From an optimization exercise on the open Yosys and OpenROAD flow, aimed at small area, a short achievable clock period and few clock cycles; shortcuts taken in it are not production practice. Where RTL was checked, it was by simulation tests only, not by an equivalence proof against the original. No activity file was given, so power comes from the tool's default toggle rates.

orange:
==> flow/design.v <==
module nasa_scale_enc (
    input  wire        clk,
    input  wire        rst,
    input  wire        start,
    input  wire [31:0] q_num,       
    input  wire [15:0] q_den,       
    input  wire [15:0] a_num,       
    input  wire [15:0] a_den,       
    input  wire [1:0]  width,       
    input  wire        is_signed,
    output wire        ready,
    output reg         done,
    output wire [31:0] bytes_out,
    output reg         range_err
);
    reg         s_idle, s_mul, s_chk, s_align, s_div, s_ovf, s_fin;
    reg         mul1;        
    reg         first;       
    reg  [5:0]  cnt;
    reg         neg;         
    reg  [1:0]  w_r;
    reg         s_r;
    reg         ovf_hi;      
    reg  [65:0] x;
    reg  [31:0] qx;          
    reg  [31:0] pd;          
    wire w8  = (w_r == 2'd0);
    wire w16 = (w_r == 2'd1);
    wire [15:0] mr_or = x[31:16] | pd[15:0];
    reg  [3:0]  top;
    integer i;
    always @* begin
        top = 4'd0;
        for (i = 0; i < 16; i = i + 1)
            if (mr_or[i]) top = i[3:0];
    end
    wire        bn    = x[16];
    wire        sub   = first || s_chk || !x[65];
    wire [33:0] add_a = x[65:32] & {34{!s_fin}};
    wire [33:0] add_b = s_mul ? {2'd0, qx & {32{bn}}} :
                        s_fin ? {2'd0, x[32:1]} :
                                {{2{sub}}, pd ^ {32{sub}}};
    wire        rnd   = (x[0] ^ neg) && ((|x[64:33]) || (x[1] ^ neg));
    wire        add_c = s_mul ? (bn & neg) : s_fin ? 1'b1 : sub;
    wire [33:0] sum   = add_a + add_b + {33'd0, add_c};
    wire        q_bit = !sum[33];
    wire        bd    = pd[0];
    wire [16:0] sum_d = {1'b0, pd[31:16]} + (bd ? {1'b0, x[15:0]} : 17'd0);
    wire [31:0] qs    = x[32:1];
    wire hi7  = qs[7],  hi15 = qs[15], hi31 = qs[31];
    wire lo7z = ~|qs[6:0],  lo15z = ~|qs[14:0],  lo31z = ~|qs[30:0];
    wire lo7o = &qs[6:0],   lo15o = &qs[14:0],   lo31o = &qs[30:0];
    wire hiK  = neg ^ (w8 ? hi7  : w16 ? hi15  : hi31);
    wire sz   = w8 ? lo7z : w16 ? lo15z : lo31z;
    wire so   = w8 ? lo7o : w16 ? lo15o : lo31o;
    wire loKz = neg ? so : sz;                           
    wire loKo = neg ? sz : so;                           
    wire mag0 = !hiK && loKz && !rnd;                    
    wire in_range = s_r ? (neg ? (!hiK || (loKz && !rnd))              
                               : (!hiK && !(loKo && rnd)))             
                        : (neg ? mag0
                               : !(hiK && loKo && rnd));               
    assign ready = s_idle;
    assign bytes_out = x[31:0];
    wire [31:0] wmask = {{16{!w8 && !w16}}, {8{!w8}}, 8'hff};
    wire       mul_last = mul1 ? ~|mr_or[15:1] : (cnt == 6'd0);
    wire [3:0] top_m1   = top - 4'd1;
    wire       ovf0     = first && (ovf_hi || q_bit);    
    wire [5:0] n_div    = w8 ? 6'd9 : 6'd17;
    always @(posedge clk) begin
        if (s_idle) begin
            x   <= {34'd0, a_den, q_den};
            pd  <= {16'd0, a_num};
            qx  <= q_num ^ {32{q_num[31]}};
            neg <= q_num[31];
            w_r <= width;
            s_r <= is_signed;
        end
        if (s_mul) begin
            pd       <= {sum_d, pd[15:1]};
            x[65:16] <= {2'd0, sum[32:0], x[31:17]};
            if (mul_last) x[15:0] <= {1'b0, {15{neg}}};
            cnt      <= mul_last ? n_div : mul1 ? {2'd0, top_m1} : cnt - 6'd1;
            ovf_hi   <= 1'b0;
        end
        if (s_align) begin
            x      <= w8 ? {x[57:0], 8'd0} : {16'd0, x[65:16]};
            ovf_hi <= w8 && (|x[63:57]);
            if (!w8) cnt <= 6'd33;
        end
        if (s_div) begin
            x         <= {sum[32:0], x[31:0], first ? (neg && !cnt[5]) : (q_bit ^ neg)};
            cnt       <= cnt - 6'd1;
            range_err <= 1'b1;
        end
        if (s_ovf) begin
            x[31:0]   <= 32'd0;
        end
        if (s_fin) begin
            x[31:0]   <= ((rnd ^ neg) ? sum[31:0] : x[32:1]) & wmask & {32{in_range}};
            range_err <= !in_range;
        end
    end
    always @(posedge clk) begin
        if (rst) begin
            s_idle  <= 1'b1;
            s_mul   <= 1'b0;
            s_chk   <= 1'b0;
            s_align <= 1'b0;
            s_div   <= 1'b0;
            s_ovf   <= 1'b0;
            s_fin   <= 1'b0;
            done    <= 1'b0;
            first   <= 1'b0;
            mul1    <= 1'b0;
        end else begin
            done <= 1'b0;
            mul1 <= 1'b0;
            if (s_idle && start) begin
                s_idle <= 1'b0;
                s_mul  <= 1'b1;
                mul1   <= 1'b1;
            end
            if (s_mul && mul_last) begin
                s_mul   <= 1'b0;
                s_align <= w8;
                s_chk   <= w_r[1];
                s_div   <= w16;
                first   <= 1'b1;
            end
            if (s_chk) begin
                s_chk   <= 1'b0;
                s_align <= q_bit;        
                s_div   <= !q_bit;
            end
            if (s_align) begin
                s_align <= 1'b0;
                s_div   <= 1'b1;
            end
            if (s_div) begin
                first <= 1'b0;
                if (ovf0) begin
                    s_div  <= 1'b0;
                    s_ovf  <= 1'b1;
                end else if (cnt == 6'd0) begin
                    s_div <= 1'b0;
                    s_fin <= 1'b1;
                end
            end
            if (s_ovf) begin
                s_ovf  <= 1'b0;
                s_idle <= 1'b1;
                done   <= 1'b1;
            end
            if (s_fin) begin
                s_fin  <= 1'b0;
                s_idle <= 1'b1;
                done   <= 1'b1;
            end
        end
    end
endmodule
clock: 12.0 ns
lec_check: 0
cap_margin: 20
core_margin: 2
core_utilization: 40
slew_margin: 20
standard.sh (not shown) runs the stock make flow with config.mk's settings and CLKGATE_MAP_FILE= SYNTH_SCRIPT=/design/flow/synth_recipe.tcl, a recipe that flattens the netlist after the stock synthesis.
==> flow/flow/run.sh <==
#!/bin/bash
bash standard.sh SETUP_SLACK_MARGIN=8 finish > standard.log 2>&1
Testbench counts of orange, summed over its fixed seeds: cycles 78,008.
For red, these inputs were changed with respect to orange:
--- a/flow/design.v
+++ b/flow/design.v
@@ -14,5 +14,5 @@
     output reg         range_err
 );
-    reg         s_idle, s_mul, s_chk, s_align, s_div, s_ovf, s_fin;
+    reg         s_idle, s_mul, s_align, s_div, s_fin;
     reg         mul1;        
     reg         first;       
@@ -22,4 +22,5 @@
     reg         s_r;
     reg         ovf_hi;      
+    reg         rnd;         
     reg  [65:0] x;
     reg  [31:0] qx;          
@@ -36,24 +37,21 @@
     end
     wire        bn    = x[16];
-    wire        sub   = first || s_chk || !x[65];
+    wire        sub   = first || !x[65];
     wire [33:0] add_a = x[65:32] & {34{!s_fin}};
     wire [33:0] add_b = s_mul ? {2'd0, qx & {32{bn}}} :
-                        s_fin ? {2'd0, x[32:1]} :
+                        s_fin ? {2'd0, x[32:1] ^ {32{neg}}} :
                                 {{2{sub}}, pd ^ {32{sub}}};
-    wire        rnd   = (x[0] ^ neg) && ((|x[64:33]) || (x[1] ^ neg));
-    wire        add_c = s_mul ? (bn & neg) : s_fin ? 1'b1 : sub;
+    wire        add_c = s_mul ? (bn & neg) : s_fin ? (rnd ^ neg) : sub;
     wire [33:0] sum   = add_a + add_b + {33'd0, add_c};
     wire        q_bit = !sum[33];
     wire        bd    = pd[0];
     wire [16:0] sum_d = {1'b0, pd[31:16]} + (bd ? {1'b0, x[15:0]} : 17'd0);
-    wire [31:0] qs    = x[32:1];
-    wire hi7  = qs[7],  hi15 = qs[15], hi31 = qs[31];
-    wire lo7z = ~|qs[6:0],  lo15z = ~|qs[14:0],  lo31z = ~|qs[30:0];
-    wire lo7o = &qs[6:0],   lo15o = &qs[14:0],   lo31o = &qs[30:0];
-    wire hiK  = neg ^ (w8 ? hi7  : w16 ? hi15  : hi31);
-    wire sz   = w8 ? lo7z : w16 ? lo15z : lo31z;
-    wire so   = w8 ? lo7o : w16 ? lo15o : lo31o;
-    wire loKz = neg ? so : sz;                           
-    wire loKo = neg ? sz : so;                           
+    wire [31:0] q     = x[32:1];
+    wire hi7  = q[7],  hi15 = q[15], hi31 = q[31];
+    wire lo7z = ~|q[6:0],  lo15z = ~|q[14:0],  lo31z = ~|q[30:0];
+    wire lo7o = &q[6:0],   lo15o = &q[14:0],   lo31o = &q[30:0];
+    wire hiK  = w8 ? hi7  : w16 ? hi15  : hi31;
+    wire loKz = w8 ? lo7z : w16 ? lo15z : lo31z;
+    wire loKo = w8 ? lo7o : w16 ? lo15o : lo31o;
     wire mag0 = !hiK && loKz && !rnd;                    
     wire in_range = s_r ? (neg ? (!hiK || (loKz && !rnd))              
@@ -67,5 +65,5 @@
     wire [3:0] top_m1   = top - 4'd1;
     wire       ovf0     = first && (ovf_hi || q_bit);    
-    wire [5:0] n_div    = w8 ? 6'd9 : 6'd17;
+    wire [5:0] n_div    = w8 ? 6'd9 : w16 ? 6'd17 : 6'd33;
     always @(posedge clk) begin
         if (s_idle) begin
@@ -80,5 +78,5 @@
             pd       <= {sum_d, pd[15:1]};
             x[65:16] <= {2'd0, sum[32:0], x[31:17]};
-            if (mul_last) x[15:0] <= {1'b0, {15{neg}}};
+            if (mul_last) x[15:0] <= 16'd0;
             cnt      <= mul_last ? n_div : mul1 ? {2'd0, top_m1} : cnt - 6'd1;
             ovf_hi   <= 1'b0;
@@ -87,16 +85,13 @@
             x      <= w8 ? {x[57:0], 8'd0} : {16'd0, x[65:16]};
             ovf_hi <= w8 && (|x[63:57]);
-            if (!w8) cnt <= 6'd33;
         end
         if (s_div) begin
-            x         <= {sum[32:0], x[31:0], first ? (neg && !cnt[5]) : (q_bit ^ neg)};
+            x         <= {sum[32:0], x[31:0] & {32{!ovf0}}, q_bit && !first};
             cnt       <= cnt - 6'd1;
             range_err <= 1'b1;
-        end
-        if (s_ovf) begin
-            x[31:0]   <= 32'd0;
+            rnd       <= q_bit && ((|sum[31:0]) || x[0]);
         end
         if (s_fin) begin
-            x[31:0]   <= ((rnd ^ neg) ? sum[31:0] : x[32:1]) & wmask & {32{in_range}};
+            x[31:0]   <= sum[31:0] & wmask & {32{in_range}};
             range_err <= !in_range;
         end
@@ -106,8 +101,6 @@
             s_idle  <= 1'b1;
             s_mul   <= 1'b0;
-            s_chk   <= 1'b0;
             s_align <= 1'b0;
             s_div   <= 1'b0;
-            s_ovf   <= 1'b0;
             s_fin   <= 1'b0;
             done    <= 1'b0;
@@ -124,13 +117,7 @@
             if (s_mul && mul_last) begin
                 s_mul   <= 1'b0;
-                s_align <= w8;
-                s_chk   <= w_r[1];
+                s_align <= !w16;
                 s_div   <= w16;
                 first   <= 1'b1;
-            end
-            if (s_chk) begin
-                s_chk   <= 1'b0;
-                s_align <= q_bit;        
-                s_div   <= !q_bit;
             end
             if (s_align) begin
@@ -142,14 +129,10 @@
                 if (ovf0) begin
                     s_div  <= 1'b0;
-                    s_ovf  <= 1'b1;
+                    s_idle <= 1'b1;
+                    done   <= 1'b1;
                 end else if (cnt == 6'd0) begin
                     s_div <= 1'b0;
                     s_fin <= 1'b1;
                 end
-            end
-            if (s_ovf) begin
-                s_ovf  <= 1'b0;
-                s_idle <= 1'b1;
-                done   <= 1'b1;
             end
             if (s_fin) begin
Results
Of red and orange, it is red that has the lower via count.
Number of synthesized register bits: orange and red compared, higher one is orange
Area share of buffers outside the clock network was lower in orange than in red.
orange has lower worst path arrival time than red.
Lower area after synthesis among orange and red: red
A highest routing layer actually used of met4 is what red shows, while met5 belongs to orange.
Comparing red with orange, the number of global-route vias before repair came out essentially unchanged.
Compared with orange, in red final instance area went down, HPWL after detailed placement shows an increase of about 3%, diode insertion count for antenna repair now smaller, final total power moved down.
Lower simple-gate portion of the synthesized area goes to orange over red.
Initial cell density of the core (higher): orange
No functional check of the RTL was part of red.

==> static timing again, ports no longer ideal <==
No port has a modelled driver above. Below, the same layouts with a new extraction and two added sets of constraints. Step 1 (the two cells are an assumption about what drives the block):
set clk [get_ports {clk}]
set_driving_cell -lib_cell sky130_fd_sc_hd__clkbuf_16 $clk
set_driving_cell -lib_cell sky130_fd_sc_hd__buf_2 [delete_from_list [all_inputs] $clk]
Step 2 moves the port delays by t, midway between the first and last clock arrival at a register: inputs arrive t later, outputs are due t later. That takes back most of the time a late clock gives input paths. Slacks: ideal ports / drivers / drivers and shift; pairs: ideal ports / drivers.
run | shift t [ns] | slack for setup (ns) | worst hold slack (ns)
orange | 0.483 | 7.990 / 7.941 / 7.979 | 0.438 / 0.438 / 0.438
red | 0.496 | 6.976 / 6.976 / 6.976 | 0.553 / 0.553 / 0.553
After both steps setup and hold are still met in every run listed. For orange, which loses most, drivers alone change the setup slack by -0.049 ns; drivers and shift together by -0.011 ns.
